What follows belongs to an exercise in optimizing a design on an open flow for small area, a short achievable clock period and few clock cycles; a production flow would make more cautious choices.
Only simulation tests tie the RTL to the original design; equivalence was not proved.
Power and IR drop assume default switching activity.

`flow/constraint.sdc`:
```
create_clock -name core_clock -period 6.0 [get_ports {clk}]
set_input_delay 1.2000 -clock core_clock [delete_from_list [all_inputs] [get_ports {clk}]]
set_output_delay 1.2000 -clock core_clock [all_outputs]
set_load 0.01 [all_outputs]
```
`flow/config.mk`:
```
export PLATFORM = sky130hd
export DESIGN_NAME = sctp_dec
export DESIGN_NICKNAME = sctp_dec
export VERILOG_FILES = /design/flow/design.v
export SDC_FILE = /design/flow/constraint.sdc
export NUM_CORES = 4
export LEC_CHECK = 0
export CAP_MARGIN = 20
export CORE_MARGIN = 2
export CORE_UTILIZATION = 40
export SETUP_SLACK_MARGIN = 2
export SLEW_MARGIN = 20
```
`flow/run.sh`:
```
#!/bin/bash
# synth_recipe.tcl (not shown) runs the flow's synth.tcl, then flattens the netlist and writes it again
# the make line also repeats each setting of config.mk as NAME=value (left out here)
make -C /OpenROAD-flow-scripts/flow DESIGN_CONFIG=/design/flow/config.mk WORK_HOME=/design/flow/orfs CLKGATE_MAP_FILE= SYNTH_SCRIPT=/design/flow/synth_recipe.tcl finish
```
`flow/design.v`:
```
module sctp_dec (
    input  wire        clk,
    input  wire        rst,
    input  wire        in_valid,
    output wire        in_ready,
    input  wire [63:0] in_data,
    input  wire        in_last,
    input  wire [3:0]  in_cnt,
    output reg         ev_valid,
    input  wire        ev_ready,
    output wire [3:0]  ev_type,
    output wire [1:0]  ev_refk,
    output wire [31:0] ev_off,
    output wire [63:0] ev_value,
    output wire [31:0] ev_size,
    output reg         ev_fault,
    output reg  [2:0]  ev_cause
);
    reg [3:0]  ev_ty;
    reg [1:0]  ev_rk;
    reg [31:0] ev_hp;            
    reg [3:0]  ev_ad;            
    reg        ev_oz;            
    reg        ev_vq;            
    reg [63:0] ev_v;
    reg [31:0] ev_sz;
    reg        ev_z;             
    wire [31:0] ev_q = ev_hp + {28'd0, ev_ad};
    assign ev_type  = ev_z ? (ev_fault ? 4'd0 : 4'd15) : ev_ty;
    assign ev_refk  = ev_z ? 2'd0 : ev_rk;
    assign ev_off   = ev_oz ? 32'd0 : ev_q;
    assign ev_value = ev_z ? 64'd0 : {ev_v[63:32], ev_vq ? ev_q : ev_v[31:0]};
    assign ev_size  = ev_z ? 32'd0 : ev_sz;
    localparam [1:0] REF_NULL  = 2'd0;
    localparam [1:0] REF_INBUF = 2'd1;
    localparam [1:0] REF_TEMP  = 2'd2;
    localparam [2:0] C_TRUNCATED = 3'd1;
    localparam [2:0] C_OVERFLOW  = 3'd2;
    localparam [2:0] C_UNKNOWN   = 3'd5;
    reg        e0v, e1v;         
    reg        e0l, e1l;         
    reg [7:0]  e0m, e1m;         
    reg [63:0] e0d, e1d;
    reg [23:0] pb;               
    reg        pl;               
    reg [2:0]  pm;               
    reg        skip;             
    reg        drain;            
    reg [7:0]  oh;               
    reg [2:0]  o;                
    reg [32:0] se;               
    reg [4:0]  sof;
    reg [28:0] bpos;             
    assign in_ready = !e1v;
    wire inacc = in_valid && !e1v;
    wire slot_free = !ev_valid || ev_ready;
    reg        e0w;              
    reg        e1w;              
    reg        ek;               
    reg [18:0] mw;               
    wire [151:0] win = {e1d, e0d, pb};
    wire [18:0] cb;              
    genvar gi;
    generate
        for (gi = 0; gi < 19; gi = gi + 1) begin : g_cb
            assign cb[gi] = win[8*gi+7];
        end
    endgenerate
    reg [7:0]  v_adv;            
    reg [7:0]  v_emit;           
    reg [7:0]  v_term;           
    reg [7:0]  v_vlsk;           
    reg [7:0]  v_p1, v_p2;       
    reg [7:0]  v_ohn [0:7];      
    reg [2:0]  v_cs  [0:7];      
    reg [1:0]  v_vh  [0:7];      
    reg [7:0]  ph;
    reg [3:0]  pt, pmt;
    reg [10:0] pkeep;
    reg [10:1] pterm;
    reg [4:0]  pn, pvs, pvn;
    reg        pfound, povf, pok, pvfit, phv;
    reg        c_short, c_fix, c_leb, c_vs, c_vl, c_14, c_15;
    integer i, k;
    always @(*) begin
        for (i = 0; i < 8; i = i + 1) begin
            ph  = win[8*i +: 8];
            pt  = ph[3:0];
            pmt = ph[7:4];
            phv = mw[i];
            c_short = (pt == 4'd12);
            c_14    = (pt == 4'd14);
            c_15    = (pt == 4'd15);
            c_leb   = (pt == 4'd8) || (pt == 4'd9);
            c_vs    = (pt == 4'd13) && (pmt != 4'd15);
            c_vl    = (pt == 4'd13) && (pmt == 4'd15);
            c_fix   = !(c_short || c_14 || c_15 || c_leb || pt == 4'd13);
            pkeep[0] = 1'b1;
            for (k = 1; k <= 10; k = k + 1)
                pkeep[k] = pkeep[k-1] & cb[i+k];
            pvs = 5'd0;
            for (k = 1; k <= 10; k = k + 1) begin
                pterm[k] = pkeep[k-1] & !cb[i+k];
                if (pterm[k]) pvs = pvs | (i + 1 + k);
            end
            pfound = 1'b0;
            for (k = 1; k <= 10; k = k + 1)
                pfound = pfound | (!cb[i+k] & mw[i+k]);
            povf = pkeep[10] & mw[i+10];
            pvfit = 1'b0;
            pvn = 5'd0;
            for (k = 0; k < 15; k = k + 1)
                if (pmt == k) begin
                    pvfit = (i + k < 19) ? mw[i+k] : 1'b0;
                    pvn = i + 1 + k;
                end
            case (pt)
                4'd0, 4'd1:        begin pok = mw[i+1]; pn = i + 2; end
                4'd2, 4'd3:        begin pok = mw[i+2]; pn = i + 3; end
                4'd4, 4'd5, 4'd10: begin pok = mw[i+4]; pn = i + 5; end
                4'd12:             begin pok = 1'b1;    pn = i + 1; end
                4'd8, 4'd9:        begin pok = 1'b1;    pn = pvs;   end
                4'd13:             begin pok = 1'b1;    pn = (pmt == 4'd15) ? pvs : pvn; end
                default:           begin pok = mw[i+8]; pn = i + 9; end
            endcase
            v_emit[i] = phv && (c_short || (c_fix && pok) || (c_leb && pfound) || (c_vs && pvfit));
            v_adv[i]  = phv && (c_short || (c_fix && pok) || (c_leb && pfound) || (c_vs && (pvfit || !ek)));
            v_vlsk[i] = phv && c_vl && pfound;
            v_term[i] = (!phv && ek) ||
                        (phv && (c_14 || c_15 ||
                                 ((c_leb || c_vl) && !pfound && (povf || ek)) ||
                                 (c_fix && !pok && ek) ||
                                 (c_vs && !pvfit && ek)));
            v_cs[i] = (!phv || c_15) ? 3'd0 :
                      c_14 ? C_UNKNOWN :
                      ((c_leb || c_vl) && povf) ? C_OVERFLOW : C_TRUNCATED;
            v_p1[i]  = pn[4] | pn[3];
            v_p2[i]  = pn[4];
            v_ohn[i] = 8'd1 << pn[2:0];
            v_vh[i]  = pn[4] ? (e1w ? 2'd0 : e0w ? 2'd1 : 2'd2) :
                       pn[3] ? (e0w ? 2'd0 : 2'd1) : 2'd0;
        end
    end
    wire adv   = |(oh & v_adv);
    wire emit  = |(oh & v_emit);
    wire term  = |(oh & v_term);
    wire vlsk  = |(oh & v_vlsk);
    wire a_p1  = |(oh & v_p1);
    wire a_p2  = |(oh & v_p2);
    reg [7:0] ohn;
    reg [2:0] cause;
    reg [1:0] vs_hi;
    always @(*) begin
        ohn = 8'd0; cause = 3'd0; vs_hi = 2'd0;
        for (i = 0; i < 8; i = i + 1)
            if (oh[i]) begin
                ohn   = ohn   | v_ohn[i];
                cause = cause | v_cs[i];
                vs_hi = vs_hi | v_vh[i];
            end
    end
    wire [119:0] xs4 = o[2] ? win[151:32] : win[119:0];
    wire [103:0] xs2 = o[1] ? xs4[119:16] : xs4[103:0];
    wire [87:0]  x   = o[0] ? xs2[95:8]   : xs2[87:0];
    wire [3:0]  t = x[3:0];
    wire [3:0]  m = x[7:4];
    wire        vl = (m == 4'd15);
    reg [9:0]  keep;
    reg [63:0] lval;
    reg        fill;
    reg        lsign;
    reg [3:0]  nb;               
    always @(*) begin
        keep[0] = 1'b1;
        for (k = 1; k < 10; k = k + 1)
            keep[k] = keep[k-1] & x[8*k+7];
        nb = 4'd0;
        lsign = 1'b0;
        for (k = 1; k <= 10; k = k + 1)
            if (keep[k-1] && !x[8*k+7]) begin
                nb = nb | k[3:0];
                if (k < 10) lsign = lsign | x[8*k+6];
            end
        fill = t[0] && !t[2] && lsign;       
        for (k = 0; k < 9; k = k + 1)
            lval[7*k +: 7] = keep[k] ? x[8*(k+1) +: 7] : {7{fill}};
        lval[63] = keep[9] ? x[80] : fill;
    end
    reg [3:0]  fw;
    reg        fbit;
    reg [63:0] fval;
    always @(*) begin
        case (t)
            4'd0, 4'd1:        fw = 4'd1;
            4'd2, 4'd3:        fw = 4'd2;
            4'd4, 4'd5, 4'd10: fw = 4'd4;
            default:           fw = 4'd8;
        endcase
        case (t)
            4'd0:    fbit = x[15];
            4'd2:    fbit = x[23];
            4'd4:    fbit = x[39];
            default: fbit = 1'b0;
        endcase
        for (k = 0; k < 8; k = k + 1)
            fval[8*k +: 8] = (k < fw) ? x[8*(k+1) +: 8] : {8{fbit}};
    end
    wire [28:0] bm1 = bpos - 29'd1;
    wire [28:0] bp1 = bpos + 29'd1;
    wire [27:0] bh1 = bpos[28:1] + 28'd1;
    wire [28:0] bp2 = {bh1, bpos[0]};
    wire [31:0] hpos = {(o < 3'd3) ? bm1 : bpos, o - 3'd3};
    wire [31:0] qpos = {(o < 3'd2) ? bm1 : bpos, o - 3'd2};
    wire        vl_huge = |lval[63:32];
    reg [1:0]  r_refk;
    reg [63:0] r_value;
    reg [31:0] r_size;
    reg [3:0]  r_ad;
    reg        r_oz, r_vq;
    always @(*) begin
        r_refk = REF_INBUF; r_value = fval; r_size = {28'd0, fw}; r_ad = 4'd1; r_oz = 1'b0; r_vq = 1'b0;
        case (t)
            4'd12: begin
                r_value = {60'd0, m}; r_size = 32'd1; r_ad = 4'd0;
            end
            4'd8, 4'd9: begin
                r_refk = REF_TEMP; r_value = lval; r_size = 32'd8; r_oz = 1'b1;
            end
            4'd13: begin
                r_value = 64'd0; r_vq = 1'b1;
                r_size = vl ? lval[31:0] : {28'd0, m};
                r_ad = vl ? nb + 4'd1 : 4'd1;
            end
            default: ;
        endcase
    end
    wire        s_small = (se[32:5] == 28'd0);
    wire [5:0]  s_es    = {1'b0, se[4:0]} + {1'b0, sof};
    wire [20:0] mw1     = {1'b0, mw, 1'b1};
    wire        s_fit   = s_small && (s_es < 6'd20) && mw1[s_es[4:0]];
    wire        s_ge8   = !s_small || (s_es[5:3] != 3'd0);
    wire        s_ge16  = !s_small || (s_es[5:4] != 2'd0);
    wire [29:0] se_dec  = se[32:3] - 30'd1;
    wire [5:0]  s_es_m8 = s_es - 6'd8;
    wire hdr   = !skip && !drain;
    wire hstep = hdr && slot_free;
    wire t_nb  = pl || (e0v && e0l) || (e0v && e1v && e1l);
    wire t_p2  = !pl && e0v && e1v && !e0l;
    wire t_p1  = !pl && e0v && (e0l || !e1v);
    wire h_p2  = e1w && a_p2;
    wire h_p1  = e0w && a_p1 && !h_p2;
    reg pop1, pop2, newbuf, sk_emit, sk_fault;
    always @(*) begin
        pop1 = 1'b0; pop2 = 1'b0; newbuf = 1'b0; sk_emit = 1'b0; sk_fault = 1'b0;
        if (drain) begin
            pop1 = e0v;
            newbuf = e0v && e0l;
        end else if (skip) begin
            if (s_fit) begin
                sk_emit = 1'b1;
                pop2 = s_ge16 && e1w;
                pop1 = s_ge8 && e0w && !pop2;
            end else if (ek) begin
                sk_fault = 1'b1;
                newbuf = 1'b1;
                pop1 = !pl && e0l;
                pop2 = !pl && !e0l;
            end else begin
                pop1 = s_ge8 && e0w;
            end
        end else if (slot_free) begin
            pop2   = ((adv || vlsk) && h_p2) || (term && t_p2);
            pop1   = ((adv || vlsk) && h_p1) || (term && t_p1);
            newbuf = term && t_nb;
        end
    end
    wire [7:0] imask = in_last ? therm8(in_cnt) : 8'hff;
    function [7:0] therm8(input [3:0] c);
        integer j;
        for (j = 0; j < 8; j = j + 1)
            therm8[j] = (j < c);
    endfunction
    reg       n_e0v, n_e1v, n_e0l, n_e1l, n_pl;
    reg [7:0] n_e0m, n_e1m;
    reg [2:0] n_pm;
    always @(*) begin
        n_e0v = e0v; n_e1v = e1v; n_e0l = e0l; n_e1l = e1l;
        n_e0m = e0m; n_e1m = e1m; n_pl = pl; n_pm = pm;
        if (pop2) begin
            n_e0v = 1'b0;
            n_e1v = 1'b0;
        end else if (pop1) begin
            if (e1v) begin
                n_e0v = 1'b1; n_e0l = e1l; n_e0m = e1m;
                n_e1v = 1'b0;
            end else begin
                n_e0v = inacc; n_e0l = in_last; n_e0m = imask;
            end
        end else if (inacc) begin
            if (e0v) begin
                n_e1v = 1'b1; n_e1l = in_last; n_e1m = imask;
            end else begin
                n_e0v = 1'b1; n_e0l = in_last; n_e0m = imask;
            end
        end
        if (newbuf) begin
            n_pl = 1'b0;
            n_pm = 3'b111;
        end else if (pop2) begin
            n_pl = e1l;
            n_pm = e1m[7:5];
        end else if (pop1) begin
            n_pl = e0l;
            n_pm = e0m[7:5];
        end
    end
    wire        n_e0w = n_e0v && !n_pl;
    wire        n_e1w = n_e0w && !n_e0l && n_e1v;
    wire        n_ek  = n_pl || (n_e0v && (n_e0l || (n_e1v && n_e1l)));
    wire [18:0] n_mw  = {n_e1m & {8{n_e1w}}, n_e0m & {8{n_e0w}}, n_pm};
    always @(posedge clk) begin
        if (!e1v)
            e1d <= in_data;
        if (pop1 && e1v)
            e0d <= e1d;
        else if (pop1 || !e0v)
            e0d <= in_data;
        if (pop2)
            pb <= e1d[63:40];
        else if (pop1)
            pb <= e0d[63:40];
        if (rst) begin
            e0v <= 1'b0; e1v <= 1'b0; e0l <= 1'b0; e1l <= 1'b0;
            e0m <= 8'd0; e1m <= 8'd0;
            pl <= 1'b0; pm <= 3'b111;
            e0w <= 1'b0; e1w <= 1'b0; ek <= 1'b0; mw <= 19'b111;
            skip <= 1'b0; drain <= 1'b0;
            oh <= 8'b0000_1000;
            o <= 3'd3;
            se <= 33'd0;
            sof <= 5'd0;
            bpos <= 29'd0;
            ev_valid <= 1'b0;
        end else begin
            e0v <= n_e0v; e1v <= n_e1v; e0l <= n_e0l; e1l <= n_e1l;
            e0m <= n_e0m; e1m <= n_e1m; pl <= n_pl; pm <= n_pm;
            e0w <= n_e0w; e1w <= n_e1w; ek <= n_ek; mw <= n_mw;
            if (newbuf)
                bpos <= 29'd0;
            else if (pop2)
                bpos <= bp2;
            else if (pop1)
                bpos <= bp1;
            if (newbuf) begin
                skip <= 1'b0; drain <= 1'b0;
                oh <= 8'b0000_1000;
                o <= 3'd3;
            end else if (skip) begin
                if (sk_emit) skip <= 1'b0;
                oh <= 8'd1 << s_es[2:0];
                o <= s_es[2:0];
                if (s_small) begin
                    se  <= {27'd0, pop1 ? s_es_m8 : s_es};
                    sof <= 5'd0;
                end else begin
                    if (pop1) se <= {se_dec, se[2:0]};
                end
            end else if (hstep) begin
                if (term) drain <= 1'b1;
                if (adv) begin
                    oh <= ohn;
                    o  <= {ohn[7] | ohn[6] | ohn[5] | ohn[4],
                           ohn[7] | ohn[6] | ohn[3] | ohn[2],
                           ohn[7] | ohn[5] | ohn[3] | ohn[1]};
                end
                if (adv && !emit) begin          
                    skip <= 1'b1;
                    se   <= {28'd0, vs_hi, ohn[7] | ohn[6] | ohn[5] | ohn[4],
                             ohn[7] | ohn[6] | ohn[3] | ohn[2],
                             ohn[7] | ohn[5] | ohn[3] | ohn[1]};
                    sof  <= 5'd0;
                end
                if (vlsk) begin                  
                    skip <= 1'b1;
                    se   <= vl_huge ? {33{1'b1}} : {1'b0, lval[31:0]};
                    sof  <= {vs_hi, ohn[7] | ohn[6] | ohn[5] | ohn[4],
                             ohn[7] | ohn[6] | ohn[3] | ohn[2],
                             ohn[7] | ohn[5] | ohn[3] | ohn[1]};
                end
            end
            if (ev_valid && ev_ready)
                ev_valid <= 1'b0;
            if (hstep) begin
                ev_valid <= emit || term;
                ev_ty    <= t;
                ev_rk    <= r_refk;
                ev_hp    <= hpos;
                ev_ad    <= term ? 4'd0 : r_ad;
                ev_oz    <= term ? (cause == 3'd0) : r_oz;
                ev_vq    <= r_vq;
                ev_v     <= r_value;
                ev_sz    <= r_size;
                ev_z     <= term;
                ev_fault <= term && (cause != 3'd0);
                ev_cause <= term ? cause : 3'd0;
            end else if (sk_emit) begin
                ev_valid <= 1'b1;
            end else if (sk_fault) begin
                ev_valid <= 1'b1;
                ev_ad    <= 4'd0;
                ev_z     <= 1'b1;
                ev_fault <= 1'b1;
                ev_cause <= C_TRUNCATED;
            end
        end
    end
endmodule
```
==> reports/qor.yml, run 1 <==
floorplan:
  die_w_um: 284
  rows: 102
  coreArea_um2: 77500
  ioPinCount: 213
  start_util: 0.405
  die-area_um2: 80600
  fp.dieH_um: 284
setup_path:
  cp_max_fo: 4
  crit_required_ps: 4800
  path_cells: "ha_1, a21o_1, a21o_1, a21oi_4, nor4b_4, nand2_2, nor2_4, buf_4, buf_6, nand2_2, xor2_4, a211oi_2, buf_2"
  end_kind: "primary output"
  crit_path_max_incr_delay_ps: 390
  worstPathArrival_ps: 3160
  startpoint_type: "register"
  reg2reg_slack_ps: 1770
  cp_slowest_cell: "edfxtp_1"
  path_class: "register to primary output"
pwr:
  power_leakage_nw: 15.3
  vdd_ir_drop_max_mv: 0.381
  power_density_nw_per_um2: 598
layout:
  multi_input_area_um2: 20600
  ff_latch_area_um2: 11400
  design_area_um2: 41300
  final_layout_size_suffix_gt1_frac: 0.262
  fillers: 6957
  area_growth_pct: 31.8
  nNetsFinal: 4057
placed_design:
  port_buffers: 212
  pre_cts_slack_ps: 1170
  dpl_cell_area_um2: 34400
  place_hpwl_um: 97200
  gp_congestion: 1.08
cts:
  cts_buffer_depth: 3
  cts_inserted_buffers: 48
  tritoncts: "done"
  postCtsHoldBufs: 0
  clock-sinks: 421
  clk_pin_slew_ps: 60
  htreeDepth: 2
  clockRootBuffer: "clkbuf_16"
  insertion_delay_ps: 640
route:
  first_pass_iters: 8
  wl_per_cell_um: 28.3
  ant_nets: 0
  wl_um: 143000
  vias: 32600
  drc_errors: 0
  drt_iter0_drc: 4647
  viasPerCell: 6.47
synthesis:
  synth_cell_types: 100
  synthCells: 3571
  ys.flop_type: "edfxtp_1"
  synth-async-reset-ratio: 0
  ys_ff_latch: 421
  synthTopCellsByArea: "edfxtp_1, dfxtp_1, nand2_1"
  syn_nets: 3670
  synth_enable_flop_cells: 297
  yosysMostFrequentCell: "nand2_1"
  synth_top_area_share: 0.284
  synth.avg_cell_area_um2: 8.78
  yosysSeqAreaShare: 0.364
  synth_area_um2: 31400
  yosys_warnings: 4
  synth_common_cells: "nand2_1, nor2_1, edfxtp_1"
  synth_top_area_cell: "edfxtp_1"
sta:
  max_slew.worst_pin.slew_ps: 1120
  finalSetupViolations: 0
  fin_worst_skew_ps: 40.6
  fin_setup_tns_ps: 0
  slew_violations: 0
  grt_setup_unrepaired: "yes"
  period_share: 0.727
  hold_violations: 0
  fin_ws_ps: 1640
  max_freq_mhz: 229
  post-route-min-period_ps: 4360
  relSlewSlack: 0.245
job:
  cap_violations: 0
global_route:
  grt_usage: 0.325
  grt_start_max_net_pins: 133
  overflow: 0
  grt_pass1_wl_um: 198000
  grt_pass1_vias: 29300
  antenna_found_initial: 3
min_path:
  hold_class: "register to register"
outcome:
  status: "no timing/DRC/antenna violations"
-- critical path: cells and delay by family, from the launching register on --
family                     cells  cell delay, ps
adders and majority gates      1             290
AOI/OAI and AO/OA              4             570
and+or+nand+nor                4             700
xor gates and xnor gates       1             190
buffers and inverters          3             400
DFF                            1             390
-- placed cells by master, fill, tap and decap left out, drive strengths merged, types with 24 or more instances in the layout --
cell type / synthesis / layout
and3: 38 / 38
mux2: 98 / 98
dfxtp: 124 / 124
a211oi: 67 / 67
nor4: 44 / 44
nor3: 117 / 117
mux4: 66 / 66
clkbuf: 211 / 77
ha: 24 / 24
a31oi: 37 / 37
mux2i: 140 / 140
nand3: 93 / 93
nand2: 406 / 412
xnor2: 43 / 43
edfxtp: 297 / 297
clkdlybuf4s50: 0 / 155
a21oi: 191 / 191
o21ai: 216 / 216
nand2b: 44 / 44
nand4: 52 / 52
nor2b: 121 / 121
and2: 48 / 48
buf: 83 / 441
or3: 38 / 38
o221ai: 30 / 30
nor2: 348 / 348
o211ai: 39 / 40
inv: 91 / 93
xor2: 38 / 38
clkinv: 5 / 24
-- path summary, 6_finish.rpt --
path,start,end,depth (start not counted)
worst max-delay path,ev_ad[1]$_SDFFCE_PP0P_,ev_value[27],13
worst min-delay path,sof[4]$_SDFFE_PP0P_,sof[4]$_SDFFE_PP0P_,2
worst max register to register,sof[0]$_SDFFE_PP0P_,mw[14]$_SDFF_PP0_,18
worst min register to register,sof[4]$_SDFFE_PP0P_,sof[4]$_SDFFE_PP0P_,2
-- power by group --
part           internal (mW)  leakage [nW]  switching [mW]
Clock                   1.77         0.785            1.30
Sequential              4.53          3.98            1.18
Combinational           6.25          10.6            9.70
Total                   12.5          15.3            12.2
-- final cells by class --
class | instances | share of cell area
multi-input cells | 2767 | 0.497
repair buffers | 624 | 0.146
clock buffers | 58 | 0.0305
flip-flops and latches | 421 | 0.277
well taps | 1040 | 0.0315
inverters | 96 | 0.00914
clock inverters | 31 | 0.00878
diodes | 2 | 0.000121
-- metrics by stage --
| step | power [mW] | instances | hold WS (ps) | utilization |
|---|---|---|---|---|
| detailed placement | 19.1 | 4624 | 454 | 0.444 |
| CTS | 22.2 | 4894 | 464 | 0.494 |
| finish | 24.7 | 5039 | 466 | 0.533 |
| global placement | 19.1 | 4624 | 448 | 0.444 |
| floorplan | 13.7 | 3571 | 436 | - |
| global route | 25.6 | 5037 | 474 | 0.533 |
-- logic make-up (layout without fill, tap and decap cells) --
logic type,count (synthesis),after routing,share of synthesized area
and+or+nand+nor,1465,1471,0.233
AOI/OAI and AO/OA,884,885,0.192
DFF,421,421,0.364
buffers and inverters,390,809,0.0512
muxes,304,304,0.127
xor gates and xnor gates,81,81,0.0226
adders and majority gates,26,26,0.0109
other,0,2,0
-- metal layers --
layer  GRT usage  routed length, um  vias to the layer above
met5           0                 13                        -
met4       0.172              10400                        2
met3       0.103              18100                      553
met2       0.487              60300                     2351
met1       0.417              54100                    15500
li1            -                  -                    14200
-- timing repair --
action | 4_1_cts | 5_1_grt
cloned | 8 | 25
endpoints found under the setup margin | 441 | 399
hold endpoints to repair | 0 | 0
setup buffers | 173 | 115
resized for setup | 334 | 434
pin swaps | 45 | 123
-- flip-flops by register name, indices dropped and copies added, names as in the netlist, 5 cells and up --
signal  count
e1m         8
ev_v       64
e0m         8
sof         5
ev_sz      32
e0d        64
se         33
oh          8
bpos       29
ev_hp      32
e1d        64
pb         24
mw         19
Testbench counts, summed over its fixed seeds: cycles 17,586.
==> inputs of run 2 (changes only) <==
--- a/flow/config.mk
+++ b/flow/config.mk
@@ -10,3 +10,3 @@
 export CORE_UTILIZATION = 40
-export SETUP_SLACK_MARGIN = 2
+export SETUP_SLACK_MARGIN = 1.5
 export SLEW_MARGIN = 20
==> reports/qor.yml, run 2 <==
floorplan:
  rows: 102
  die-area_um2: 80600
  fp.dieH_um: 284
  ioPinCount: 213
  start_util: 0.405
  coreArea_um2: 77500
  die_w_um: 284
sta:
  finalSetupViolations: 0
  fin_ws_ps: 1430
  relSlewSlack: 0.290
  post-route-min-period_ps: 4570
  fin_setup_tns_ps: 0
  fin_worst_skew_ps: 22.7
  holdWs_ps: 462
  max_freq_mhz: 219
  period_share: 0.761
  hold_violations: 0
  grt_setup_unrepaired: "yes"
  slew_violations: 0
  max_slew.worst_pin.slew_ps: 1050
route:
  viasPerCell: 6.42
  ant_nets: 0
  drc_errors: 0
  first_pass_iters: 7
  vias: 30600
  wl_um: 131000
  wl_per_cell_um: 27.5
  drt_iter0_drc: 4263
job:
  cap_violations: 0
synthesis:
  synthCells: 3571
  syn_nets: 3670
  synth_common_cells: "nand2_1, nor2_1, edfxtp_1"
  synth_area_um2: 31400
  yosysSeqAreaShare: 0.364
  synth-async-reset-ratio: 0
  yosys_warnings: 4
  ys_ff_latch: 421
  synth.avg_cell_area_um2: 8.78
  yosysMostFrequentCell: "nand2_1"
  ys.flop_type: "edfxtp_1"
  synthTopCellsByArea: "edfxtp_1, dfxtp_1, nand2_1"
  synth_cell_types: 100
  synth_top_area_cell: "edfxtp_1"
  synth_top_area_share: 0.284
  synth_enable_flop_cells: 297
layout:
  final_common_cell: "nand2_1"
  nNetsFinal: 3791
  reg_top3: "e0d (64), e1d (64), ev_v (64)"
  final_layout_size_suffix_gt1_frac: 0.143
  layout_common_cells: "nand2_1, nor2_1, edfxtp_1, o21ai_0, a21oi_1"
  area_growth_pct: 18.4
global_route:
  grt.busiest_layer: "met2"
  grt_start_max_net_pins: 104
  grt_usage: 0.313
  met3_usage: 0.0682
  overflow: 0
  grt.met1_usage: 0.425
  grt_pass1_vias: 28400
  antenna_found_initial: 4
  grt_pass1_wl_um: 191000
  gr-usage-met2: 0.473
cts:
  cts_buffer_depth: 3
  insertion_delay_ps: 620
  postCtsHoldBufs: 0
  cts_inserted_buffers: 47
  tritoncts: "done"
  htreeDepth: 2
  clockRootBuffer: "clkbuf_16"
  clock-sinks: 421
  clk_pin_slew_ps: 70
placed_design:
  gp_congestion: 1.05
  pre_cts_slack_ps: 961
  place_hpwl_um: 98600
  port_buffers: 212
setup_path:
  crit_path_max_incr_delay_ps: 620
  crit_required_ps: 6470
  cp_max_fo: 11
  cp_slowest_cell: "a211oi_1"
  end_kind: "register"
  worst-path-buf-inv: 2
  startpoint_type: "register"
  path_cells: "buf_4, nand4_1, buf_4, nor3_2, a211oi_1, o21a_1, a2bb2oi_1, nor2_1, a22o_1, nor3_1, nand4_1, o21ai_0, a311oi_1"
  cp_top_family: "compound AO/OA/AOI/OAI gates"
  worstPathArrival_ps: 5040
  path_class: "register to register"
outcome:
  status: "no timing/DRC/antenna violations"
pwr:
  power_density_nw_per_um2: 629
  vdd_ir_drop_max_mv: 0.361
  power_leakage_nw: 13.2
min_path:
  hold_class: "register to register"
-- run 2: cell counts after synthesis --
No cell type changed its count.
-- run 2: power by group --
group	internal [mW]	switching (mW)	leakage, nW
combinational	5.04	8.92	8.41
clock	1.95	1.31	0.828
sequential	4.61	1.53	3.97
total	11.6	11.8	13.2
-- run 2: per-layer routing --
| layer | up-vias | share of wire |
|---|---|---|
| li1 | 13600 | - |
| met1 | 14600 | 0.40 |
| met2 | 2023 | 0.43 |
| met3 | 365 | 0.11 |
| met4 | 0 | 0.057 |
| met5 | - | 0 |
-- run 2: cells by family (layout without fill, tap and decap cells) --
| kind of cell | after synthesis | after routing | synth area share |
|---|---|---|---|
| xor+xnor | 81 | 81 | 0.0226 |
| other cells | 0 | 1 | 0 |
| compound gates | 884 | 884 | 0.192 |
| mux | 304 | 304 | 0.127 |
| flops | 421 | 421 | 0.364 |
| simple gates | 1465 | 1465 | 0.233 |
| fa+ha+maj | 26 | 26 | 0.0109 |
| buf+inv | 390 | 548 | 0.0512 |
-- run 2: worst paths after layout --
check,start,to,slack [ps],cells after the start
max reg2reg,e0d[55]$_DFFE_PP_,se[1]$_SDFFE_PP0P_,1430,13
min,sof[0]$_SDFFE_PP0P_,sof[0]$_SDFFE_PP0P_,460,2
max,e0d[55]$_DFFE_PP_,se[1]$_SDFFE_PP0P_,1430,13
min reg2reg,sof[0]$_SDFFE_PP0P_,sof[0]$_SDFFE_PP0P_,460,2
-- run 2: through the flow --
stage                util  power [mW]  instances  area, um^2
floorplan               -        13.7       3571       31400
global placement    0.444        19.1       4620       34400
detailed placement  0.444        19.1       4620       34400
CTS                 0.472        22.6       4740       36600
global route        0.479        24.3       4769       37100
finish              0.479        23.4       4770       37100
-- run 2: cell type report --
class                           count  area [um^2]
Fill cell                        7410        40300
Tap cell                         1040         1300
Inverter                           96          362
Multi-Input combinational cell   2760        18800
Timing Repair Buffer              366         3490
Clock inverter                     30          493
Antenna cell                        1         2.50
Sequential cell                   421        11400
Clock buffer                       56         1220
-- run 2: worst reg2reg max path, cell delays in order, from the launching register on --
cell,delay (ps)
edfxtp_1,510
buf_4,250
nand4_1,250
buf_4,250
nor3_2,110
a211oi_1,620
o21a_1,220
a2bb2oi_1,530
nor2_1,160
a22o_1,260
nor3_1,470
nand4_1,390
o21ai_0,300
a311oi_1,120
-- run 2: what timing repair did --
action	in CTS	in global routing
hold endpoints to repair	0	0
endpoints found under the setup margin	343	327
setup buffers	34	28
gates resized for setup	69	68
pin swaps	6	13
==> inputs of run 3 (changes only) <==
--- a/flow/design.v
+++ b/flow/design.v
@@ -24,4 +24,4 @@
     reg        ev_vq;            
-    reg [63:0] ev_v;
-    reg [31:0] ev_sz;
+    reg [63:0] ev_v;             
+    reg [3:0]  ev_sz;            
     reg        ev_z;             
@@ -31,4 +31,4 @@
     assign ev_off   = ev_oz ? 32'd0 : ev_q;
-    assign ev_value = ev_z ? 64'd0 : {ev_v[63:32], ev_vq ? ev_q : ev_v[31:0]};
-    assign ev_size  = ev_z ? 32'd0 : ev_sz;
+    assign ev_value = ev_z ? 64'd0 : {ev_vq ? 32'd0 : ev_v[63:32], ev_vq ? ev_q : ev_v[31:0]};
+    assign ev_size  = ev_z ? 32'd0 : ev_vq ? ev_v[63:32] : {28'd0, ev_sz};
     localparam [1:0] REF_NULL  = 2'd0;
@@ -229,4 +229,3 @@
             4'd13: begin
-                r_value = 64'd0; r_vq = 1'b1;
-                r_size = vl ? lval[31:0] : {28'd0, m};
+                r_value = {vl ? lval[31:0] : {28'd0, m}, 32'd0}; r_vq = 1'b1;
                 r_ad = vl ? nb + 4'd1 : 4'd1;
@@ -401,3 +400,3 @@
                 ev_v     <= r_value;
-                ev_sz    <= r_size;
+                ev_sz    <= r_size[3:0];
                 ev_z     <= term;
--- a/flow/config.mk
+++ b/flow/config.mk
@@ -10,3 +10,3 @@
 export CORE_UTILIZATION = 40
-export SETUP_SLACK_MARGIN = 1.5
+export SETUP_SLACK_MARGIN = 1.75
 export SLEW_MARGIN = 20
==> reports/qor.yml, run 3 <==
outcome:
  status: "no timing/DRC/antenna violations"
layout:
  reg_top3: "e0d (64), e1d (64), ev_v (64)"
  final_layout_size_suffix_gt1_frac: 0.216
  finish.utilization: 0.514
  area_growth_pct: 27.1
  nNetsFinal: 3879
  design_area_um2: 38300
  layout_common_cells: "nand2_1, nor2_1, edfxtp_1, buf_4, o21ai_0"
  final_common_cell: "nand2_1"
route:
  viasPerCell: 6.44
  drc_errors: 0
  wl_per_cell_um: 27.9
  vias: 30800
  first_pass_iters: 7
  drt_iter0_drc: 4274
  ant_nets: 0
  wl_um: 134000
setup_path:
  cp_top_family: "simple AND/OR/NAND/NOR gates"
  cp_max_fo: 8
  cp_slowest_cell: "or4_4"
  worst-path-buf-inv: 6
  worstPathArrival_ps: 4720
  startpoint_type: "register"
  crit_required_ps: 6320
  end_kind: "register"
  crit_path_max_incr_delay_ps: 540
  path_cells: "or4_4, or4_4, or4_4, a311oi_2, o21ai_2, nand2_1, mux2_4, o32ai_4, buf_6, o21ai_4, buf_12, buf_6, buf_6, buf_12, buf_16, mux2_4"
  path_class: "register to register"
pwr:
  power_leakage_nw: 14.8
  pwr-share-comb: 0.618
  internal_power_mw: 10.6
  seq_power_share: 0.248
  p_sw_mw: 10.1
  clkPwrFrac: 0.134
  vdd_ir_drop_max_mv: 0.299
  switching_share: 0.488
  power_density_nw_per_um2: 540
global_route:
  grt_start_max_net_pins: 79
  overflow: 0
  grt_pass1_vias: 27500
  grt_usage: 0.324
  antenna_found_initial: 2
  grt_pass1_wl_um: 188000
cts:
  tritoncts: "done"
  clock-sinks: 393
  cts_inserted_buffers: 45
  clockRootBuffer: "clkbuf_16"
  postCtsHoldBufs: 0
  htreeDepth: 2
  clk_pin_slew_ps: 60
  cts_buffer_depth: 3
  insertion_delay_ps: 630
floorplan:
  rows: 100
  fp.dieH_um: 279
  die-area_um2: 77600
  start_util: 0.404
  ioPinCount: 213
  coreArea_um2: 74600
  die_w_um: 279
synthesis:
  synth-async-reset-ratio: 0
  synthTopCellsByArea: "edfxtp_1, dfxtp_1, mux2i_1"
  synthCells: 3476
  yosys_warnings: 4
  synth_top_area_share: 0.268
  synth.avg_cell_area_um2: 8.68
  yosysMostFrequentCell: "nand2_1"
  synth_area_um2: 30200
  ys.flop_type: "edfxtp_1"
  synth_cell_types: 99
  ys_ff_latch: 393
  synth_enable_flop_cells: 269
  syn_nets: 3575
  synth_top_area_cell: "edfxtp_1"
  synth_common_cells: "nand2_1, nor2_1, edfxtp_1"
  yosysSeqAreaShare: 0.350
sta:
  hold_violations: 0
  post-route-min-period_ps: 4400
  period_share: 0.733
  max_freq_mhz: 227
  max_slew.worst_pin.slew_ps: 1080
  slew_violations: 0
  relSlewSlack: 0.279
  fin_ws_ps: 1600
  fin_worst_skew_ps: 60.6
  grt_setup_unrepaired: "yes"
  finalSetupViolations: 0
  fin_setup_tns_ps: 0
placed_design:
  pre_cts_slack_ps: 768
  gp_congestion: 1.07
  dpl_cell_area_um2: 33200
  port_buffers: 212
  place_hpwl_um: 94900
min_path:
  hold_class: "register to register"
job:
  cap_violations: 0
[run 3: worst min-delay path: cells and delay by family (launching register included)]
family	cells	cell delay, ps
flops	1	320
simple gates	1	70
compound gates	1	50
[run 3: logic make-up (layout without fill, tap and decap cells)]
group                    Yosys count  count (layout)  synth area share
flip-flops                       393             393             0.350
adder cells (fa/ha/maj)           26              26            0.0113
XOR/XNOR                         101             101            0.0293
buffers and inverters            381             714            0.0501
multiplexers                     333             336             0.139
other                              0               1                 0
AO/OA/AOI/OAI                    879             879             0.194
AND/OR/NAND/NOR                 1363            1365             0.226
[run 3: per-layer routing]
layer,global-route usage,part of all wire
met5,0.00125,0.00010
met2,0.500,0.43
met3,0.0674,0.11
met1,0.428,0.39
met4,0.174,0.070
[run 3: timing repair]
action,4_1_cts,5_1_grt
gates cloned,9,11
pin swaps,37,76
gates resized for setup,195,258
setup buffers,126,95
endpoints found under the setup margin,414,359
[run 3: layout make-up]
| class | count | area (um^2) |
|---|---|---|
| Antenna cell | 1 | 2.50 |
| Tap cell | 969 | 1210 |
| Clock inverter | 27 | 290 |
| Multi-Input combinational cell | 2707 | 19400 |
| Inverter | 100 | 384 |
| Timing Repair Buffer | 533 | 5270 |
| Clock buffer | 54 | 1170 |
| Sequential cell | 393 | 10600 |
| Fill cell | 6914 | 36200 |
[run 3: per-stage QoR]
stage	hold slack, ps	instances	power [mW]
3_5_place_dp	470	4461	16.0
2_1_floorplan	449	3476	11.4
5_1_grt	496	4783	21.5
3_3_place_gp	461	4461	16.0
6_report	483	4784	20.7
4_1_cts	476	4677	19.4
[run 3: worst paths after layout]
path                  startpoint                   to  slack, ps  cells after the start
max          se[25]$_SDFFE_PP0P_     e0d[9]$_DFFE_PP_       1600                     16
max reg2reg  se[25]$_SDFFE_PP0P_     e0d[9]$_DFFE_PP_       1600                     16
min          sof[2]$_SDFFE_PP0P_  sof[2]$_SDFFE_PP0P_        480                      2
min reg2reg  sof[2]$_SDFFE_PP0P_  sof[2]$_SDFFE_PP0P_        480                      2
[run 3: power groups by stage]
stage               Sequential, mW  Clock (mW)  Combinational, mW
floorplan                     4.47           0               6.88
finish                        5.14        2.77               12.8
CTS                           5.20        2.80               11.4
global placement              5.41           0               10.6
detailed placement            5.42           0               10.6
global route                  5.20        2.91               13.4
Testbench counts of run 3, summed over its fixed seeds: cycles 17,586.
==> inputs of run 4 (changes only) <==
--- a/flow/config.mk
+++ b/flow/config.mk
@@ -10,3 +10,3 @@
 export CORE_UTILIZATION = 40
-export SETUP_SLACK_MARGIN = 1.75
+export SETUP_SLACK_MARGIN = 1.25
 export SLEW_MARGIN = 20
==> reports/qor.yml, run 4 <==
synthesis:
  synthTopCellsByArea: "edfxtp_1, dfxtp_1, mux2i_1"
  yosys_warnings: 4
  ys.flop_type: "edfxtp_1"
  synthCells: 3476
  synth_top_area_share: 0.268
  yosysSeqAreaShare: 0.350
  synth.avg_cell_area_um2: 8.68
  synth_top_area_cell: "edfxtp_1"
  synth-async-reset-ratio: 0
  synth_area_um2: 30200
  synth_cell_types: 99
  syn_nets: 3575
  synth_common_cells: "nand2_1, nor2_1, edfxtp_1"
  yosysMostFrequentCell: "nand2_1"
  ys_ff_latch: 393
  synth_enable_flop_cells: 269
setup_path:
  end_kind: "register"
  cp_max_fo: 13
  startpoint_type: "register"
  worstPathArrival_ps: 5230
  cp_slowest_cell: "or4_1"
  crit_required_ps: 6500
  path_cells: "buf_4, mux4_2, or2_2, a31oi_1, a211oi_1, a221oi_2, and4b_1, and3b_2, nand2_1, a311oi_4, buf_6, mux2_4, or4_1, a21oi_1"
  crit_path_max_incr_delay_ps: 520
  path_class: "register to register"
cts:
  postCtsHoldBufs: 0
  cts_inserted_buffers: 44
  tritoncts: "done"
  insertion_delay_ps: 600
  cts_buffer_depth: 3
  htreeDepth: 2
  clock-sinks: 393
  clockRootBuffer: "clkbuf_16"
  clk_pin_slew_ps: 60
route:
  drc_errors: 0
  wl_um: 127000
  first_pass_iters: 7
  wl_per_cell_um: 27.5
  viasPerCell: 6.40
  ant_nets: 0
  vias: 29500
  drt_iter0_drc: 4141
placed_design:
  dp.cells: 4468
  port_buffers: 212
  place_hpwl_um: 96200
  pre_cts_slack_ps: 877
  gp_congestion: 1.05
global_route:
  antenna_found_initial: 5
  grt_usage: 0.316
  grt_pass1_wl_um: 183000
  overflow: 0
  grt_pass1_vias: 26700
  grt_start_max_net_pins: 109
layout:
  finish.utilization: 0.475
  fillers: 7287
  instances_no_fill: 4615
  final_layout_size_suffix_gt1_frac: 0.137
  reg_top3: "e0d (64), e1d (64), ev_v (64)"
  final_common_cell: "nand2_1"
  layout_common_cells: "nand2_1, nor2_1, edfxtp_1, o21ai_0, clkdlybuf4s50_1"
  multi_input_area_um2: 18400
  ff_latch_area_um2: 10600
  area_growth_pct: 17.6
  nNetsFinal: 3710
floorplan:
  ioPinCount: 213
  coreArea_um2: 74600
  die_w_um: 279
  die-area_um2: 77600
  fp.dieH_um: 279
  rows: 100
  start_util: 0.404
sta:
  holdWs_ps: 474
  finalSetupViolations: 0
  relSlewSlack: 0.273
  hold_violations: 0
  fin_worst_skew_ps: 37.3
  fin_ws_ps: 1270
  fin_setup_tns_ps: 0
  slew_violations: 0
  period_share: 0.788
  grt_setup_unrepaired: "yes"
  post-route-min-period_ps: 4730
  max_freq_mhz: 211
  max_slew.worst_pin.slew_ps: 1090
min_path:
  hold_class: "register to register"
pwr:
  power_leakage_nw: 13.1
  power_density_nw_per_um2: 548
  vdd_ir_drop_max_mv: 0.286
outcome:
  status: "no timing/DRC/antenna violations"
job:
  cap_violations: 0
-- run 4: cell types whose count changed in the layout (fill, tap and decap cells not counted), moves of 15 or more --
cell / delta
buf_12: -17
xor2_1: +15
dlygate4sd2_1: -19
clkdlybuf4s50_1: +51
buf_6: -21
mux2_4: -43
buf_4: -104
o21ai_0: +23
mux2_2: +40
-- run 4: what timing repair did --
item / 4_1_cts / 5_1_grt
gates resized for setup: 17 / 40
setup endpoints to repair: 240 / 241
buffers inserted: 19 / 45
pin swaps: 0 / 9
cloned: 0 / 2
-- run 4: path summary, 6_finish.rpt --
check | slack [ps] | depth (start not counted) | start | end
max | 1270 | 14 | mw[8]$_SDFF_PP0_ | bpos[10]$_SDFFE_PP0P_
max reg2reg | 1270 | 14 | mw[8]$_SDFF_PP0_ | bpos[10]$_SDFFE_PP0P_
min | 470 | 2 | se[32]$_SDFFE_PP0P_ | se[32]$_SDFFE_PP0P_
min reg2reg | 470 | 2 | se[32]$_SDFFE_PP0P_ | se[32]$_SDFFE_PP0P_
-- run 4: worst max-delay path: cells and delay by family, from the launching register on --
| kind | cells | cell delay (ps) |
|---|---|---|
| multiplexers | 2 | 820 |
| AND/OR/NAND/NOR | 5 | 1460 |
| AO/OA/AOI/OAI | 5 | 1480 |
| buffers and inverters | 2 | 470 |
| flip-flops | 1 | 410 |
-- run 4: area by class of cell --
class | instances | area share
clock inverters | 22 | 0.00540
inverters | 100 | 0.0107
diodes | 1 | 0.0000706
well taps | 969 | 0.0342
flip-flops and latches | 393 | 0.298
multi-input cells | 2703 | 0.519
clock buffers | 58 | 0.0345
repair buffers | 369 | 0.0981
-- run 4: metrics by stage --
stage | area [um^2] | total power, mW
detailed placement | 33200 | 16.0
global route | 35500 | 20.2
CTS | 34800 | 18.8
floorplan | 30200 | 11.3
finish | 35500 | 19.4
global placement | 33200 | 16.0
-- run 4: kinds of logic after synthesis --
group | after synthesis | synth area share
fa+ha+maj | 26 | 0.0113
compound gates | 879 | 0.194
xor+xnor | 101 | 0.0293
mux | 333 | 0.139
simple gates | 1363 | 0.226
flops | 393 | 0.350
buf+inv | 381 | 0.0501
-- run 4: report_power, final --
group          internal, mW  switching (mW)  total [mW]
logic                  4.21            7.29        11.5
registers              4.11            1.13        5.24
clock network          1.53            1.16        2.69
total                  9.85            9.58        19.4
-- run 4: per-layer routing --
| metal | part of all wire | global-route usage | vias to the layer above |
|---|---|---|---|
| met5 | 0.00012 | 0 | - |
| met4 | 0.066 | 0.166 | 2 |
| met2 | 0.43 | 0.483 | 1833 |
| li1 | - | - | 13200 |
| met1 | 0.40 | 0.421 | 14100 |
| met3 | 0.10 | 0.0653 | 400 |
==> inputs of run 5 (changes only) <==
--- a/flow/config.mk
+++ b/flow/config.mk
@@ -10,3 +10,4 @@
 export CORE_UTILIZATION = 40
-export SETUP_SLACK_MARGIN = 1.25
+export CTS_BUF_LIST = sky130_fd_sc_hd__clkbuf_8
+export SETUP_SLACK_MARGIN = 1.5
 export SLEW_MARGIN = 20
==> reports/qor.yml, run 5 <==
sta:
  max_slew.worst_pin.slew_ps: 1210
  slew_violations: 0
  fin_worst_skew_ps: 48.6
  period_share: 0.764
  grt_setup_unrepaired: "yes"
  fin_setup_tns_ps: 0
  post-route-min-period_ps: 4580
  max_freq_mhz: 218
  finalSetupViolations: 0
  holdWs_ps: 474
  relSlewSlack: 0.187
  fin_ws_ps: 1420
  hold_violations: 0
setup_path:
  path_class: "register to register"
  crit_required_ps: 6590
  cp_max_fo: 12
  startpoint_type: "register"
  worst-path-buf-inv: 3
  cp_top_family: "simple AND/OR/NAND/NOR gates"
  end_kind: "register"
  crit_path_max_incr_delay_ps: 560
  crit_top_cell: "buf_4"
  cp_slowest_cell: "dfxtp_1"
  path_cells: "buf_4, mux2i_1, a31oi_1, a31oi_2, a211o_1, nor4_1, nand4_1, nor4_4, buf_4, nor3b_4, a311oi_4, buf_6, mux2_4, or4_1, a21oi_1"
  worstPathArrival_ps: 5170
synthesis:
  synth_common_cells: "nand2_1, nor2_1, edfxtp_1"
  ys_ff_latch: 393
  synth_cell_types: 99
  synth_top_area_share: 0.268
  synthCells: 3476
  syn_nets: 3575
  synth_top_area_cell: "edfxtp_1"
  yosys_warnings: 4
  synth_enable_flop_cells: 269
  synthTopCellsByArea: "edfxtp_1, dfxtp_1, mux2i_1"
  yosysSeqAreaShare: 0.350
  ys.flop_type: "edfxtp_1"
  synth-async-reset-ratio: 0
  synth_area_um2: 30200
  synth.avg_cell_area_um2: 8.68
  yosysMostFrequentCell: "nand2_1"
floorplan:
  ioPinCount: 213
  fp.dieH_um: 279
  die-area_um2: 77600
  coreArea_um2: 74600
  rows: 100
  start_util: 0.404
  die_w_um: 279
cts:
  insertion_delay_ps: 690
  cts_inserted_buffers: 72
  tritoncts: "done"
  clk_pin_slew_ps: 60
  clockRootBuffer: "clkbuf_8"
  clock-sinks: 393
  cts_buffer_depth: 3
  htreeDepth: 3
route:
  viasPerCell: 6.34
  vias: 30000
  wl_um: 130000
  ant_nets: 0
  first_pass_iters: 6
  wl_per_cell_um: 27.5
  drt_iter0_drc: 3919
  drc_errors: 0
pwr:
  power_leakage_nw: 13.8
  vdd_ir_drop_max_mv: 0.281
  power_density_nw_per_um2: 544
  p_total_mw: 19.9
layout:
  layout_common_cells: "nand2_1, nor2_1, edfxtp_1, o21ai_0, buf_4"
  final_layout_size_suffix_gt1_frac: 0.181
  finish.utilization: 0.490
  reg_top3: "e0d (64), e1d (64), ev_v (64)"
  fillers: 7208
  nNetsFinal: 3799
  final_common_cell: "nand2_1"
  area_growth_pct: 21.1
global_route:
  antenna_found_initial: 4
  grt_pass1_vias: 27500
  grt_usage: 0.324
  grt_start_max_net_pins: 109
  grt_pass1_wl_um: 187000
  overflow: 0
job:
  cap_violations: 0
min_path:
  hold_class: "register to register"
placed_design:
  pre_cts_slack_ps: 877
  place_hpwl_um: 96200
  port_buffers: 212
  gp_congestion: 1.05
outcome:
  status: "no timing/DRC/antenna violations"
-- run 5: cell counts after synthesis --
No cell type changed its count.
-- run 5: logic make-up after synthesis --
group | after synthesis | share of synthesized area
simple gates | 1363 | 0.226
compound gates | 879 | 0.194
flops | 393 | 0.350
buf+inv | 381 | 0.0501
mux | 333 | 0.139
xor+xnor | 101 | 0.0293
fa+ha+maj | 26 | 0.0113
-- run 5: what timing repair did --
item | CTS | global route
endpoints found under the setup margin | 344 | 293
resized for setup | 76 | 112
hold buffers | 0 | 0
cloned | 1 | 1
setup buffers | 66 | 59
pin swaps | 14 | 12
-- run 5: metal layers --
metal	global-route usage	vias to the layer above	routed length, um
met3	0.0759	463	13700
met4	0.188	2	9000
met2	0.492	1868	56400
li1	-	13400	-
met5	0	-	13
met1	0.421	14300	51000
-- run 5: worst paths after layout --
kind / from / end / slack (ps) / cells past startpoint
worst min register to register: se[32]$_SDFFE_PP0P_ / se[32]$_SDFFE_PP0P_ / 470 / 2
worst max-delay path: mw[10]$_SDFF_PP0_ / bpos[10]$_SDFFE_PP0P_ / 1420 / 15
worst min-delay path: se[32]$_SDFFE_PP0P_ / se[32]$_SDFFE_PP0P_ / 470 / 2
worst max register to register: mw[10]$_SDFF_PP0_ / bpos[10]$_SDFFE_PP0P_ / 1420 / 15
-- run 5: final cells by class --
type | count | area, um^2 | area share
Inverter | 100 | 380 | 0.0104
Clock inverter | 54 | 536 | 0.0147
Sequential cell | 393 | 10600 | 0.290
Timing Repair Buffer | 429 | 3940 | 0.108
Tap cell | 969 | 1210 | 0.0332
Antenna cell | 7 | 17.5 | 0.000480
Multi-Input combinational cell | 2704 | 18800 | 0.514
Clock buffer | 77 | 1060 | 0.0290
-- run 5: tightest hold or removal path: stages, from the launching register on --
cell and delay, ps:
dfxtp_1 310, o21ai_0 60, a21oi_1 60
-- run 5: metrics by stage --
step	std cells	instance area, um^2
global placement	4468	33200
finish	4733	36500
CTS	4666	35600
global route	4728	36500
floorplan	3476	30200
detailed placement	4468	33200
-- run 5: report_power, final --
group | leakage, nW | internal (mW) | total (mW) | switching, mW
registers | 3.70 | 4.11 | 5.19 | 1.08
clock network | 0.857 | 1.61 | 2.87 | 1.26
logic | 9.29 | 4.34 | 11.8 | 7.47
==> inputs of run 6 (changes only) <==
--- a/flow/config.mk
+++ b/flow/config.mk
@@ -10,4 +10,4 @@
 export CORE_UTILIZATION = 40
-export CTS_BUF_LIST = sky130_fd_sc_hd__clkbuf_8
 export SETUP_SLACK_MARGIN = 1.5
 export SLEW_MARGIN = 20
+export TNS_END_PERCENT = 30
==> reports/qor.yml, run 6 <==
synthesis:
  synth.avg_cell_area_um2: 8.68
  ys_ff_latch: 393
  synth_area_um2: 30200
  synthCells: 3476
  yosysMostFrequentCell: "nand2_1"
  syn_nets: 3575
  synthTopCellsByArea: "edfxtp_1, dfxtp_1, mux2i_1"
  yosys_warnings: 4
  synth_common_cells: "nand2_1, nor2_1, edfxtp_1"
  synth_enable_flop_cells: 269
  synth_top_area_share: 0.268
  yosysSeqAreaShare: 0.350
  synth-async-reset-ratio: 0
  synth_top_area_cell: "edfxtp_1"
  synth_cell_types: 99
  ys.flop_type: "edfxtp_1"
layout:
  design_area_um2: 36300
  area_growth_pct: 20.3
  final_common_cell: "nand2_1"
  layout_common_cells: "nand2_1, nor2_1, edfxtp_1, o21ai_0, clkdlybuf4s50_1"
  reg_top3: "e0d (64), e1d (64), ev_v (64)"
  final_layout_size_suffix_gt1_frac: 0.167
  nNetsFinal: 3775
  fillers: 7213
  finish.utilization: 0.487
cts:
  clock-sinks: 393
  clk_pin_slew_ps: 60
  postCtsHoldBufs: 0
  htreeDepth: 2
  insertion_delay_ps: 610
  cts_inserted_buffers: 44
  clockRootBuffer: "clkbuf_16"
  tritoncts: "done"
  cts_buffer_depth: 3
outcome:
  status: "no timing/DRC/antenna violations"
placed_design:
  dpl_cell_area_um2: 33200
  place_hpwl_um: 96200
  port_buffers: 212
  pre_cts_slack_ps: 877
  gp_congestion: 1.05
floorplan:
  ioPinCount: 213
  rows: 100
  coreArea_um2: 74600
  die_w_um: 279
  start_util: 0.404
  fp.dieH_um: 279
  die-area_um2: 77600
setup_path:
  cp_max_fo: 6
  reg2reg_slack_ps: 1430
  path_class: "register to primary output"
  worstPathArrival_ps: 3410
  startpoint_type: "register"
  crit_required_ps: 4800
  end_kind: "primary output"
sta:
  fin_worst_skew_ps: 38.6
  finalSetupViolations: 0
  holdWs_ps: 476
  grt_setup_unrepaired: "yes"
  period_share: 0.769
  fin_setup_tns_ps: 0
  fin_ws_ps: 1390
  max_slew.worst_pin.slew_ps: 1050
  max_freq_mhz: 217
  hold_violations: 0
  post-route-min-period_ps: 4610
  relSlewSlack: 0.297
  slew_violations: 0
route:
  ant_nets: 0
  viasPerCell: 6.40
  drt_iter0_drc: 4024
  wl_per_cell_um: 27.6
  wl_um: 129000
  drc_errors: 0
  vias: 29900
  first_pass_iters: 8
global_route:
  antenna_found_initial: 6
  grt_pass1_vias: 26900
  overflow: 0
  grt_pass1_wl_um: 185000
  grt_usage: 0.318
  grt_start_max_net_pins: 109
pwr:
  vdd_ir_drop_max_mv: 0.287
  power_density_nw_per_um2: 544
  power_leakage_nw: 13.5
job:
  cap_violations: 0
min_path:
  hold_class: "register to register"
-- run 6: cell counts after synthesis --
Identical to the previous run, type by type.
-- run 6: logic make-up after synthesis --
logic type	after synthesis	synth area share
simple gates	1363	0.226
xor+xnor	101	0.0293
fa+ha+maj	26	0.0113
flops	393	0.350
buf+inv	381	0.0501
compound gates	879	0.194
mux	333	0.139
-- run 6: routing by layer --
metal	GRT usage	part of all wire	up-vias	wire, um
li1	-	-	13400	-
met5	0	0.000085	-	11
met3	0.0654	0.10	413	13200
met4	0.170	0.070	2	8990
met2	0.486	0.43	1888	55800
met1	0.424	0.40	14300	51300
-- run 6: per-stage QoR --
| step | instances | power, mW |
|---|---|---|
| 2_1_floorplan | 3476 | 11.3 |
| 4_1_cts | 4588 | 18.9 |
| 3_5_place_dp | 4468 | 16.0 |
| 6_report | 4681 | 19.7 |
| 5_1_grt | 4679 | 20.5 |
| 3_3_place_gp | 4468 | 16.0 |
-- run 6: final timing paths --
| check | endpoint | from | cells after the start |
|---|---|---|---|
| worst max-delay path | ev_value[23] | ev_hp[1]$_DFFE_PP_ | 12 |
| worst min-delay path | se[32]$_SDFFE_PP0P_ | se[32]$_SDFFE_PP0P_ | 2 |
| worst max register to register | bpos[10]$_SDFFE_PP0P_ | e0d[28]$_DFFE_PP_ | 14 |
| worst min register to register | se[32]$_SDFFE_PP0P_ | se[32]$_SDFFE_PP0P_ | 2 |
-- run 6: layout make-up --
type / instances / area [um^2] / share of cell area
inverters: 100 / 380 / 0.0105
clock buffers: 58 / 1220 / 0.0338
repair buffers: 432 / 4000 / 0.110
well taps: 969 / 1210 / 0.0334
multi-input cells: 2705 / 18700 / 0.515
clock inverters: 22 / 191 / 0.00527
diodes: 2 / 5.00 / 0.000138
flip-flops and latches: 393 / 10600 / 0.292
-- run 6: what timing repair did --
action | 4_1_cts | 5_1_grt
gates resized for setup | 40 | 97
setup endpoints to repair | 346 | 340
gates cloned | 1 | 3
buffers inserted | 39 | 88
pin swaps | 7 | 42
-- run 6: critical path: stages, from the launching register on --
cell and delay [ps]:
edfxtp_1 430, ha_1 300, a21o_1 100, a21oi_1 80
inv_1 70, a21oi_1 60, buf_4 170, nor3_4 210
and2_4 210, nand3_1 130, xor2_2 230, a211oi_1 250
clkdlybuf4s50_1 580
-- run 6: where the power goes --
part	total, mW	leakage, nW	switching, mW	internal [mW]
combinational	11.9	9.13	7.48	4.39
clock	2.69	0.699	1.16	1.53
sequential	5.18	3.70	1.06	4.11
==> inputs of run 7 (changes only) <==
--- a/flow/config.mk
+++ b/flow/config.mk
@@ -10,4 +10,4 @@
 export CORE_UTILIZATION = 40
+export PLACE_DENSITY = 0.75
 export SETUP_SLACK_MARGIN = 1.5
 export SLEW_MARGIN = 20
-export TNS_END_PERCENT = 30
==> reports/qor.yml, run 7 <==
synthesis:
  synthTopCellsByArea: "edfxtp_1, dfxtp_1, mux2i_1"
  ys.flop_type: "edfxtp_1"
  yosys_warnings: 4
  synth-async-reset-ratio: 0
  synth_enable_flop_cells: 269
  synth_top_area_share: 0.268
  ys_ff_latch: 393
  syn_nets: 3575
  synth.avg_cell_area_um2: 8.68
  synthCells: 3476
  yosysMostFrequentCell: "nand2_1"
  synth_cell_types: 99
  synth_top_area_cell: "edfxtp_1"
  synth_area_um2: 30200
  synth_common_cells: "nand2_1, nor2_1, edfxtp_1"
  yosysSeqAreaShare: 0.350
global_route:
  grt_usage: 0.318
  antenna_found_initial: 4
  grt_pass1_vias: 27700
  grt_pass1_wl_um: 185000
  grt_start_max_net_pins: 71
  overflow: 0
layout:
  final_layout_size_suffix_gt1_frac: 0.164
  area_growth_pct: 20.6
  ff_latch_area_um2: 10600
  final_common_cell: "nand2_1"
  nNetsFinal: 3763
  layout_common_cells: "nand2_1, nor2_1, edfxtp_1, o21ai_0, a21oi_1"
  fillers: 6959
  reg_top3: "e0d (64), e1d (64), ev_v (64)"
  multi_input_area_um2: 18700
sta:
  period_share: 0.762
  grt_setup_unrepaired: "yes"
  fin_worst_skew_ps: 23.5
  finalSetupViolations: 0
  fin_setup_tns_ps: 0
  max_freq_mhz: 219
  slew_violations: 0
  max_slew.worst_pin.slew_ps: 1270
  fin_ws_ps: 1430
  post-route-min-period_ps: 4570
  relSlewSlack: 0.142
  hold_violations: 0
floorplan:
  coreArea_um2: 74600
  start_util: 0.404
  fp.dieH_um: 279
  die_w_um: 279
  die-area_um2: 77600
  rows: 100
  ioPinCount: 213
cts:
  clk_pin_slew_ps: 60
  postCtsHoldBufs: 0
  cts_inserted_buffers: 44
  insertion_delay_ps: 610
  cts_buffer_depth: 3
  htreeDepth: 2
  tritoncts: "done"
  clockRootBuffer: "clkbuf_16"
  clock-sinks: 393
route:
  drc_errors: 0
  vias: 30500
  wl_um: 130000
  wl_per_cell_um: 27.9
  drt_iter0_drc: 4381
  ant_nets: 0
  viasPerCell: 6.52
  first_pass_iters: 6
outcome:
  status: "no timing/DRC/antenna violations"
setup_path:
  startpoint_type: "register"
  cp_max_fo: 14
  worstPathArrival_ps: 4920
  crit_required_ps: 6340
  end_kind: "register"
  path_class: "register to register"
placed_design:
  place_hpwl_um: 95300
  pre_cts_slack_ps: 893
  port_buffers: 212
  gp_congestion: 1.10
pwr:
  vdd_ir_drop_max_mv: 0.280
  power_density_nw_per_um2: 550
  power_leakage_nw: 13.8
job:
  cap_violations: 0
min_path:
  hold_class: "register to register"
-- run 7: where the power goes --
| part | internal (mW) | total, mW | switching, mW |
|---|---|---|---|
| registers | 4.11 | 5.20 | 1.09 |
| clock network | 1.64 | 2.85 | 1.21 |
| logic | 4.40 | 12.0 | 7.57 |
| total | 10.1 | 20.0 | 9.87 |
-- run 7: critical path, stage by stage (launching register included) --
cell and delay, ps:
edfxtp_1 530, buf_4 230, and4_1 530, a21oi_1 190, o31a_1 360, o21ai_0 240, o2111ai_1 160, o311ai_1 590
o21ai_0 240, buf_4 220, o21ai_4 180, buf_12 210, buf_4 260, mux2_2 360
-- run 7: repair_timing --
action,4_1_cts,5_1_grt
setup buffers,50,60
gates cloned,1,4
pin swaps,10,17
setup endpoints to repair,358,387
resized for setup,63,102
-- run 7: final cells by class --
type | count | share of cell area
repair buffers | 421 | 0.111
inverters | 100 | 0.0103
well taps | 969 | 0.0333
clock inverters | 28 | 0.00860
clock buffers | 54 | 0.0327
multi-input cells | 2704 | 0.513
diodes | 2 | 0.000138
flip-flops and latches | 393 | 0.291
-- run 7: logic make-up (layout without fill, tap and decap cells) --
logic type | after synthesis | count (layout) | synth area share
AOI/OAI and AO/OA | 879 | 879 | 0.194
xor gates and xnor gates | 101 | 101 | 0.0293
adders and majority gates | 26 | 26 | 0.0113
buffers and inverters | 381 | 603 | 0.0501
DFF | 393 | 393 | 0.350
muxes | 333 | 335 | 0.139
other | 0 | 2 | 0
and+or+nand+nor | 1363 | 1363 | 0.226
-- run 7: worst paths after layout --
check | to | depth (start not counted) | startpoint | slack [ps]
worst max-delay path | e0d[17]$_DFFE_PP_ | 13 | e1d[15]$_DFFE_PN_ | 1430
worst min-delay path | sof[2]$_SDFFE_PP0P_ | 2 | sof[2]$_SDFFE_PP0P_ | 480
worst max register to register | e0d[17]$_DFFE_PP_ | 13 | e1d[15]$_DFFE_PN_ | 1430
worst min register to register | sof[2]$_SDFFE_PP0P_ | 2 | sof[2]$_SDFFE_PP0P_ | 480
-- run 7: metal layers --
layer	global-route usage	wire length [um]	part of all wire
met5	0	9	0.000069
met4	0.176	9170	0.070
met3	0.0945	16300	0.13
met2	0.481	55500	0.43
met1	0.405	49400	0.38
-- run 7: per-stage QoR --
stage | area (um^2) | power [mW] | utilization | hold slack (ps) | std cells
after detailed placement | 33200 | 16.0 | 0.446 | 466 | 4470
after global placement | 33200 | 16.0 | 0.446 | 459 | 4470
after CTS | 35400 | 19.1 | 0.474 | 474 | 4603
final | 36400 | 20.0 | 0.488 | 476 | 4671
after floorplan | 30200 | 11.3 | - | 449 | 3476
after global routing | 36400 | 20.7 | 0.488 | 499 | 4669
==> inputs of run 8 (changes only) <==
--- a/flow/config.mk
+++ b/flow/config.mk
@@ -10,3 +10,2 @@
 export CORE_UTILIZATION = 40
-export PLACE_DENSITY = 0.75
 export SETUP_SLACK_MARGIN = 1.5
==> reports/qor.yml, run 8 <==
outcome:
  status: "no timing/DRC/antenna violations"
setup_path:
  cp_max_fo: 13
  reg2reg_to: "bpos[10]$_SDFFE_PP0P_"
  reg2reg_slack_ps: 1470
  cp_slowest_cell: "edfxtp_1"
  critPathCapture: "bpos[10]$_SDFFE_PP0P_"
  startpoint_type: "register"
  crit_required_ps: 6510
  end_kind: "register"
  reg2reg_from: "e0d[28]$_DFFE_PP_"
  crit_path_max_incr_delay_ps: 530
  path_cells: "buf_4, mux2_2, or3_1, a41oi_1, o21ai_0, a221oi_2, and4b_1, and3b_2, nand2_2, a311oi_4, buf_6, mux2_4, or4_4, a21oi_2"
  ff2ff_path_depth: 14
  crit_start: "e0d[28]$_DFFE_PP_"
  path_class: "register to register"
sta:
  max_freq_mhz: 221
  slew_violations: 0
  fin_setup_tns_ps: 0
  finalSetupViolations: 0
  period_share: 0.755
  fin_ws_ps: 1470
  post-route-min-period_ps: 4530
  hold_violations: 0
route:
  wl_um: 129000
  viasPerCell: 6.38
  first_pass_iters: 7
  wl_per_cell_um: 27.7
  drc_errors: 0
  drt_iter0_drc: 3871
synthesis:
  ys_ff_latch: 393
  syn_nets: 3575
  synth_common_cells: "nand2_1, nor2_1, edfxtp_1"
  synth_area_um2: 30200
  ys.flop_type: "edfxtp_1"
  yosysMostFrequentCell: "nand2_1"
  synth_top_area_share: 0.268
  synth_cell_types: 99
  synth_top_area_cell: "edfxtp_1"
  synth.avg_cell_area_um2: 8.68
  yosys_warnings: 4
  yosysSeqAreaShare: 0.350
  synth_enable_flop_cells: 269
global_route:
  gr-usage-met2: 0.489
  grt_usage: 0.318
  grt_pass1_vias: 27000
  grt.met1_usage: 0.424
  met3_usage: 0.0659
  grt.busiest_layer: "met2"
  antenna_found_initial: 6
  grt_pass1_wl_um: 185000
pwr:
  power_density_nw_per_um2: 542
  power_leakage_nw: 13.8
  vdd_ir_drop_max_mv: 0.288
  pwr-share-comb: 0.600
  internal_power_mw: 10.0
cts:
  tritoncts: "done"
  cts_inserted_buffers: 44
  insertion_delay_ps: 610
  htreeDepth: 2
  clockRootBuffer: "clkbuf_16"
floorplan:
  rows: 100
  die_w_um: 279
  fp.dieH_um: 279
  die-area_um2: 77600
  coreArea_um2: 74600
placed_design:
  pre_cts_slack_ps: 877
  dp.cells: 4468
  gp_congestion: 1.05
  dpl_cell_area_um2: 33200
layout:
  layout_common_cells: "nand2_1, nor2_1, edfxtp_1, o21ai_0, buf_4"
  final_layout_size_suffix_gt1_frac: 0.170
## run 8: cell counts after synthesis
Identical to the previous run, type by type.
## run 8: cell type report
class,count,area [um^2]
Antenna cell,1,2.50
Clock buffer,58,1220
Clock inverter,22,191
Fill cell,7186,38200
Inverter,100,380
Multi-Input combinational cell,2705,18800
Sequential cell,393,10600
Tap cell,969,1210
Timing Repair Buffer,422,3980
## run 8: through the flow
step	power (mW)	hold slack [ps]
final	19.7	476
after global placement	16.0	462
after detailed placement	16.0	470
after floorplan	11.3	449
after global routing	20.5	492
after CTS	18.9	478
## run 8: routing by layer
| metal | vias to the layer above | routed length [um] |
|---|---|---|
| met5 | - | 37 |
| met4 | 2 | 8310 |
| met3 | 389 | 13400 |
| met2 | 1839 | 56200 |
| met1 | 14300 | 51100 |
| li1 | 13300 | - |
## run 8: how the worst min path moves through the flow
stage | startpoint | endpoint | slack (ps) | cells after the start
2_1_floorplan | sof[0]$_SDFFE_PP0P_ | sof[0]$_SDFFE_PP0P_ | 450 | 2
3_3_place_gp | sof[0]$_SDFFE_PP0P_ | sof[0]$_SDFFE_PP0P_ | 460 | 2
3_5_place_dp | se[32]$_SDFFE_PP0P_ | se[32]$_SDFFE_PP0P_ | 470 | 2
4_1_cts | se[32]$_SDFFE_PP0P_ | se[32]$_SDFFE_PP0P_ | 480 | 2
5_1_grt | se[32]$_SDFFE_PP0P_ | se[32]$_SDFFE_PP0P_ | 490 | 2
6_report | se[32]$_SDFFE_PP0P_ | se[32]$_SDFFE_PP0P_ | 480 | 2
## run 8: kinds of logic after synthesis
| kind of cell | after synthesis | share of synthesized area |
|---|---|---|
| AND/OR/NAND/NOR | 1363 | 0.226 |
| AO/OA/AOI/OAI | 879 | 0.194 |
| flip-flops | 393 | 0.350 |
| buffers and inverters | 381 | 0.0501 |
| multiplexers | 333 | 0.139 |
| XOR/XNOR | 101 | 0.0293 |
| adder cells (fa/ha/maj) | 26 | 0.0113 |
## run 8: critical path: cells and delay by family, from the launching register on
family          cells  cell delay [ps]
flops               1              530
compound gates      5             1290
simple gates        5             1450
buf+inv             2              470
mux                 2              700
## run 8: what timing repair did
item | CTS | global route
setup endpoints to repair | 346 | 337
hold buffers | 0 | 0
setup buffers | 39 | 79
pin swaps | 7 | 44
cloned | 1 | 2
gates resized for setup | 52 | 127
## run 8: power by group through the flow
stage          clock, mW  combinational (mW)  sequential, mW
3_5_place_dp           0                10.6            5.42
3_3_place_gp           0                10.6            5.41
5_1_grt             2.83                12.4            5.25
4_1_cts             2.73                10.9            5.29
6_report            2.68                11.8            5.20
2_1_floorplan          0                6.87            4.48

Check on run 8: ideal ports give 1.471 ns setup slack; a clkbuf_16 on the clock port and buf_2 on the inputs give 1.471 ns; moving port delays by the midpoint clock arrival (0.657 ns) as well gives 1.471 ns.
